This is an optimization exercise on Yosys and OpenROAD, whose aim is small area, a short achievable clock period and few clock cycles, not a production implementation. At most, simulation tests tie the RTL to the original design; equivalence was not proved. Power is estimated from default activity; no workload was simulated.

## branch yarrow
Design st7032_encoder, start of the top module:
module st7032_encoder (
    input  wire        clk,
    input  wire        rst,         
    input  wire        cmd_valid,
    output reg         cmd_ready,
    input  wire [15:0] cmd_word,
    input  wire [15:0] cmd_len,
    input  wire        pay_valid,
    output wire        pay_ready,
    input  wire [7:0]  pay_data,
    output reg         rsp_valid,
    output reg  [2:0]  rsp_result,
    output wire [7:0]  rsp_data,
    output wire [3:0]  rsp_step,
    output wire        ev_valid,
    input  wire        ev_ready,
    output wire [2:0]  ev_kind,
    output reg  [7:0]  ev_data,
    input  wire        ev_ok,
    input  wire [7:0]  ev_rdata
);
Size in the first run: roughly 380 cells after synthesis, ~0.0030 mm^2 of cells after synthesis.
==> flow/config.mk <==
export PLATFORM = sky130hd
export DESIGN_NAME = st7032_encoder
export DESIGN_NICKNAME = st7032_encoder
export VERILOG_FILES = /design/flow/design.v
export SDC_FILE = /design/flow/constraint.sdc
export NUM_CORES = 4
export LEC_CHECK = 0
export CAP_MARGIN = 20
export CORE_MARGIN = 2
export CORE_UTILIZATION = 40
export SETUP_SLACK_MARGIN = 1.0
export SLEW_MARGIN = 20
==> flow/constraint.sdc <==
create_clock -name core_clock -period 4.0 [get_ports {clk}]
set_input_delay 0.8000 -clock core_clock [delete_from_list [all_inputs] [get_ports {clk}]]
set_output_delay 0.8000 -clock core_clock [all_outputs]
set_load 0.01 [all_outputs]
standard.sh (not shown) runs the stock make flow with config.mk's settings and CLKGATE_MAP_FILE= SYNTH_SCRIPT=/design/flow/synth_recipe.tcl, a recipe that flattens the netlist after the stock synthesis.
==> flow/flow/run.sh <==
#!/bin/bash
set -euo pipefail
cd "$(dirname "$0")/.."
export BUFFER_PORTS_ARGS="-buffer_cell sky130_fd_sc_hd__buf_1"
bash standard.sh finish > make_finish.log 2>&1
> inputs changed (branch yarrow -> branch tundra)
# branch yarrow
export LEC_CHECK = 0
export CAP_MARGIN = 20
export CORE_MARGIN = 2
export CORE_UTILIZATION = 40
export SETUP_SLACK_MARGIN = 1.0
export SLEW_MARGIN = 20
create_clock -name core_clock -period 4.0 [get_ports {clk}]
# branch tundra
export LEC_CHECK = 0
export CAP_MARGIN = 20
export CORE_MARGIN = 2
export CORE_UTILIZATION = 40
export SETUP_SLACK_MARGIN = 1.5
export SLEW_MARGIN = 20
create_clock -name core_clock -period 4.0 [get_ports {clk}]
## What came out
- Comparing branch tundra against branch yarrow, there is no change at all in post-synthesis area per instance.
- Between branch tundra and branch yarrow, the difference in required time at the worst-slack endpoint is negligible.
- The lower worst-case headroom to the max-slew limit of branch tundra and branch yarrow is in branch tundra.
- On branch tundra: sequential share of layout area is 0.99 points lower than what branch yarrow gave.
- branch tundra ended with more area added between synthesis and finish than branch yarrow.
- Taking branch yarrow as the reference point, the logic gate share of total power of branch tundra rises by 0.9 points.
- branch tundra -> branch yarrow: data arrival time at the worst-slack endpoint flat
- Worst setup slack after layout of branch yarrow is on par with branch tundra.
- branch tundra vs branch yarrow — average detailed-routed wire length per instance rose about 1.6%.
No functional check of the RTL was part of any run of this note.

========
Setup of run A:
st7032_encoder, a different RTL version from the one above (not shown whole).
For scale: roughly 390 cells after synthesis, ~44 flip-flops.
Design st7032_encoder, start of the top module:
module st7032_encoder (
    input  wire        clk,
    input  wire        rst,         
    input  wire        cmd_valid,
    output reg         cmd_ready,
    input  wire [15:0] cmd_word,
    input  wire [15:0] cmd_len,
    input  wire        pay_valid,
    output wire        pay_ready,
    input  wire [7:0]  pay_data,
    output reg         rsp_valid,
    output reg  [2:0]  rsp_result,
    output wire [7:0]  rsp_data,
    output wire [3:0]  rsp_step,
    output wire        ev_valid,
    input  wire        ev_ready,
    output wire [2:0]  ev_kind,
    output reg  [7:0]  ev_data,
    input  wire        ev_ok,
    input  wire [7:0]  ev_rdata
);
    localparam [2:0] EV_CFG   = 3'd0;
    localparam [2:0] EV_BEGIN = 3'd1;
    localparam [2:0] EV_WRITE = 3'd2;
    localparam [2:0] EV_END   = 3'd3;
    localparam [2:0] EV_REQ   = 3'd4;
    localparam [2:0] EV_WAIT  = 3'd5;
    localparam [2:0] R_OK        = 3'd0;
    localparam [2:0] R_IGNORED   = 3'd1;
    localparam [2:0] R_NOT_READY = 3'd2;
    localparam [2:0] R_BUS_ERROR = 3'd3;
    localparam [2:0] R_READ_FAIL = 3'd4;
    localparam [2:0] R_INVALID   = 3'd5;
    localparam [4:0] S_CFG   = {2'd0, EV_CFG};
    localparam [4:0] S_BEGIN = {2'd0, EV_BEGIN};
    localparam [4:0] S_WSELI = {2'd0, EV_WRITE};
    localparam [4:0] S_WSELD = {2'd2, EV_WRITE};
    localparam [4:0] S_WBYTE = {2'd1, EV_WRITE};
    localparam [4:0] S_END   = {2'd0, EV_END};
    localparam [4:0] S_REQ   = {2'd0, EV_REQ};
    localparam [4:0] S_WAIT1 = {2'd1, EV_WAIT};
    localparam [4:0] S_WAIT2 = {2'd2, EV_WAIT};
    localparam [4:0] S_WAIT3 = {2'd3, EV_WAIT};
    reg [4:0]  st;          
    reg [3:0]  op;          
    reg        ready;       
    reg        lines2;      
    reg [7:0]  b;           
    reg        bv;          
    reg [15:0] c;           
  ...
==> flow/config.mk <==
export PLATFORM = sky130hd
export DESIGN_NAME = st7032_encoder
export DESIGN_NICKNAME = st7032_encoder
export VERILOG_FILES = /design/flow/design.v
export SDC_FILE = /design/flow/constraint.sdc
export NUM_CORES = 4
export LEC_CHECK = 0
export CAP_MARGIN = 20
export CORE_MARGIN = 2
export CORE_UTILIZATION = 40
export SETUP_SLACK_MARGIN = 2.5
export SLEW_MARGIN = 20
==> flow/constraint.sdc <==
create_clock -name core_clock -period 4.0 [get_ports {clk}]
set_input_delay 0.8000 -clock core_clock [delete_from_list [all_inputs] [get_ports {clk}]]
set_output_delay 0.8000 -clock core_clock [all_outputs]
set_load 0.01 [all_outputs]
Scripts as last shown in full above: flow/flow/run.sh
diff inputs: run A => run B
- changing SETUP_SLACK_MARGIN from 2.5 to 2.0
==> comparison <==
- Compared to run A, run B has standard cell area after detailed placement about 6% lower.
- Post-route minimum period delta for run B relative to run A: 63 ps lower
- In run B the arrival time of the worst setup path turned out 60 ps lower than in run A.
- Going from run A to run B, flip-flop and latch share of the layout cell area grows by 2.9 points.
- NOTE: met3 usage in run B exceeds that of run A
- Compared with run A, placement density in the core of run B is lower.
- Run B: count of TritonRoute iterations in the first routing pass 2 above run A
- In run B, the clock-cell share of area came out 0.48 points below the value in run A.
- [run B] share of total power in the clock network fell 4.6 points relative to run A
- Diff run A -> run B: count of cells along the worst register-to-register path now sits lower, wire length of the first global-routing pass shows a reduction of 7.4%.
> inputs changed (run B -> run C)
- SETUP_SLACK_MARGIN: 2.0 -> 0
==> notes.md <==
Run C | stages: all done | timing, DRC, antenna: all pass. From run B to run C the numbers moved as follows: combinational cell power lower; power lower; number of nets at the end of the flow lower; max-slew headroom at the worst pin lower. Reported for run C and run B, multiplexer share of the synthesized area turned out identical to the last digit.
Input-level comparison between run D and run C:
- swapping 0 for 1.5 in SETUP_SLACK_MARGIN
Summary: worst ir drop on vdd, run D worse than run C. Taking run C as the reference point, the total power divided by cell area of run D falls by about 3.3%. On design area, run D does worse than run C. Run D — clock period minus worst slack 400 ps lower, run C as reference. Comparing run D and run C, the lower largest fanout of any net on the critical path is on run D. Run C → run D: power now sits higher, layout overhead on the synthesized area saw an increase, part of the total power dissipated in combinational logic went up 3.3 points, wire length of the first global-routing pass has increased.
Function was not checked in any run of this note: the RTL went through the layout flow alone.

========
## main
Another version of the RTL of st7032_encoder (not shown whole).
Size in the first run: about 48 flip-flops, ~84 I/O pins, ~0.0032 sq mm of cells after synthesis.
// st7032_encoder
module st7032_encoder (
    input  wire        clk,
    input  wire        rst,         
    input  wire        cmd_valid,
    output reg         cmd_ready,
    input  wire [15:0] cmd_word,
    input  wire [15:0] cmd_len,
    input  wire        pay_valid,
    output wire        pay_ready,
    input  wire [7:0]  pay_data,
    output reg         rsp_valid,
    output reg  [2:0]  rsp_result,
    output wire [7:0]  rsp_data,
    output wire [3:0]  rsp_step,
    output reg         ev_valid,
    input  wire        ev_ready,
    output wire [2:0]  ev_kind,
    output wire [7:0]  ev_data,
    input  wire        ev_ok,
    input  wire [7:0]  ev_rdata
);
clock: 4.0 ns
lec_check: 0
cap_margin: 20
core_margin: 2
core_utilization: 40
setup_slack_margin: 1.8
slew_margin: 20
tns_end_percent: 50
==> flow/flow/run.sh <==
#!/bin/bash
set -euo pipefail
cd "$(dirname "$0")/.."
export BUFFER_PORTS_ARGS="-buffer_cell sky130_fd_sc_hd__buf_1"
DU="sky130_fd_sc_hd__probe_p_8 sky130_fd_sc_hd__probec_p_8 sky130_fd_sc_hd__lpflow_bleeder_1 sky130_fd_sc_hd__lpflow_clkbufkapwr_1 sky130_fd_sc_hd__lpflow_clkbufkapwr_16 sky130_fd_sc_hd__lpflow_clkbufkapwr_2 sky130_fd_sc_hd__lpflow_clkbufkapwr_4 sky130_fd_sc_hd__lpflow_clkbufkapwr_8 sky130_fd_sc_hd__lpflow_clkinvkapwr_1 sky130_fd_sc_hd__lpflow_clkinvkapwr_16 sky130_fd_sc_hd__lpflow_clkinvkapwr_2 sky130_fd_sc_hd__lpflow_clkinvkapwr_4 sky130_fd_sc_hd__lpflow_clkinvkapwr_8 sky130_fd_sc_hd__lpflow_decapkapwr_12 sky130_fd_sc_hd__lpflow_decapkapwr_3 sky130_fd_sc_hd__lpflow_decapkapwr_4 sky130_fd_sc_hd__lpflow_decapkapwr_6 sky130_fd_sc_hd__lpflow_decapkapwr_8 sky130_fd_sc_hd__lpflow_inputiso0n_1 sky130_fd_sc_hd__lpflow_inputiso0p_1 sky130_fd_sc_hd__lpflow_inputiso1n_1 sky130_fd_sc_hd__lpflow_inputiso1p_1 sky130_fd_sc_hd__lpflow_inputisolatch_1 sky130_fd_sc_hd__lpflow_isobufsrc_1 sky130_fd_sc_hd__lpflow_isobufsrc_16 sky130_fd_sc_hd__lpflow_isobufsrc_2 sky130_fd_sc_hd__lpflow_isobufsrc_4 sky130_fd_sc_hd__lpflow_isobufsrc_8 sky130_fd_sc_hd__lpflow_isobufsrckapwr_16 sky130_fd_sc_hd__lpflow_lsbuf_lh_hl_isowell_tap_1 sky130_fd_sc_hd__lpflow_lsbuf_lh_hl_isowell_tap_2 sky130_fd_sc_hd__lpflow_lsbuf_lh_hl_isowell_tap_4 sky130_fd_sc_hd__lpflow_lsbuf_lh_isowell_4 sky130_fd_sc_hd__lpflow_lsbuf_lh_isowell_tap_1 sky130_fd_sc_hd__lpflow_lsbuf_lh_isowell_tap_2 sky130_fd_sc_hd__lpflow_lsbuf_lh_isowell_tap_4"
for c in or4_1 or4_2 or4_4 or4b_1 or4b_2 or4b_4 or4bb_1 or4bb_2 or4bb_4 nor4_1 nor4_2 nor4_4 nor4b_1 nor4b_2 nor4b_4 nor4bb_1 nor4bb_2 nor4bb_4 or3_1 or3_2 or3_4 or3b_1 or3b_2 or3b_4; do
  DU="$DU sky130_fd_sc_hd__$c"
done
bash standard.sh "DONT_USE_CELLS=$DU" finish > make_finish.log 2>&1
main has completed all stages; timing, DRC and antenna checks passed.
Testbench counts of main, summed over its fixed seeds: cycles 6,320.
Here is what was changed in the inputs of the feature branch compared with main.
# main
export LEC_CHECK = 0
export CAP_MARGIN = 20
export CORE_MARGIN = 2
export CORE_UTILIZATION = 40
export SETUP_SLACK_MARGIN = 1.8
export SLEW_MARGIN = 20
export TNS_END_PERCENT = 50
create_clock -name core_clock -period 4.0 [get_ports {clk}]
# the feature branch
export LEC_CHECK = 0
export CAP_MARGIN = 20
export CORE_MARGIN = 2
export CORE_UTILIZATION = 40
export PLACE_DENSITY = 0.45
export SETUP_SLACK_MARGIN = 1.9
export SLEW_MARGIN = 20
create_clock -name core_clock -period 4.0 [get_ports {clk}]
Findings:
The feature branch against main; via count is up slightly.
Looking at startpoint-to-endpoint class of the critical path, the register to output port result is from the feature branch; the input port to register one comes from main.
Compared with main, in the feature branch multi-input logic portion of the cell area -1.4 points; routed length per placed instance now sits higher.

==> what the ideal ports hide <==
No port has a modelled driver above. Below, the same layouts with a new extraction and two added sets of constraints.
Step 1: set_driving_cell puts a clkbuf_16 on clk and a buf_2 on each other input, an assumption about the parent block.
Step 2 also shifts input and output timing later by t, the mid clock arrival at the registers, as if the neighbouring blocks saw the same clock.
a / b / c = no drivers / after step 1 / after step 2; a / b = the first two.
run	t (ns)	setup WS [ns]	hold slack, ns
branch yarrow	0.328	0.284 / 0.284 / 0.005	0.499 / 0.499 / 0.499
branch tundra	0.331	0.282 / 0.282 / -0.005	0.517 / 0.517 / 0.517
run A	0.328	1.528 / 1.498 / 1.514	0.542 / 0.542 / 0.542
run B	0.327	1.591 / 1.561 / 1.515	0.631 / 0.631 / 0.631
run C	0.326	1.105 / 1.075 / 1.224	0.618 / 0.618 / 0.618
run D	0.326	1.510 / 1.480 / 1.294	0.622 / 0.622 / 0.622
main	0.330	1.859 / 1.865 / 1.535	0.484 / 0.484 / 0.484
the feature branch	0.337	1.945 / 1.910 / 1.597	0.489 / 0.489 / 0.489
With both steps, setup timing fails in branch tundra, where it was met with ideal ports. For the feature branch, which loses most, drivers alone change the setup slack by -0.035 ns; drivers and shift together by -0.348 ns.
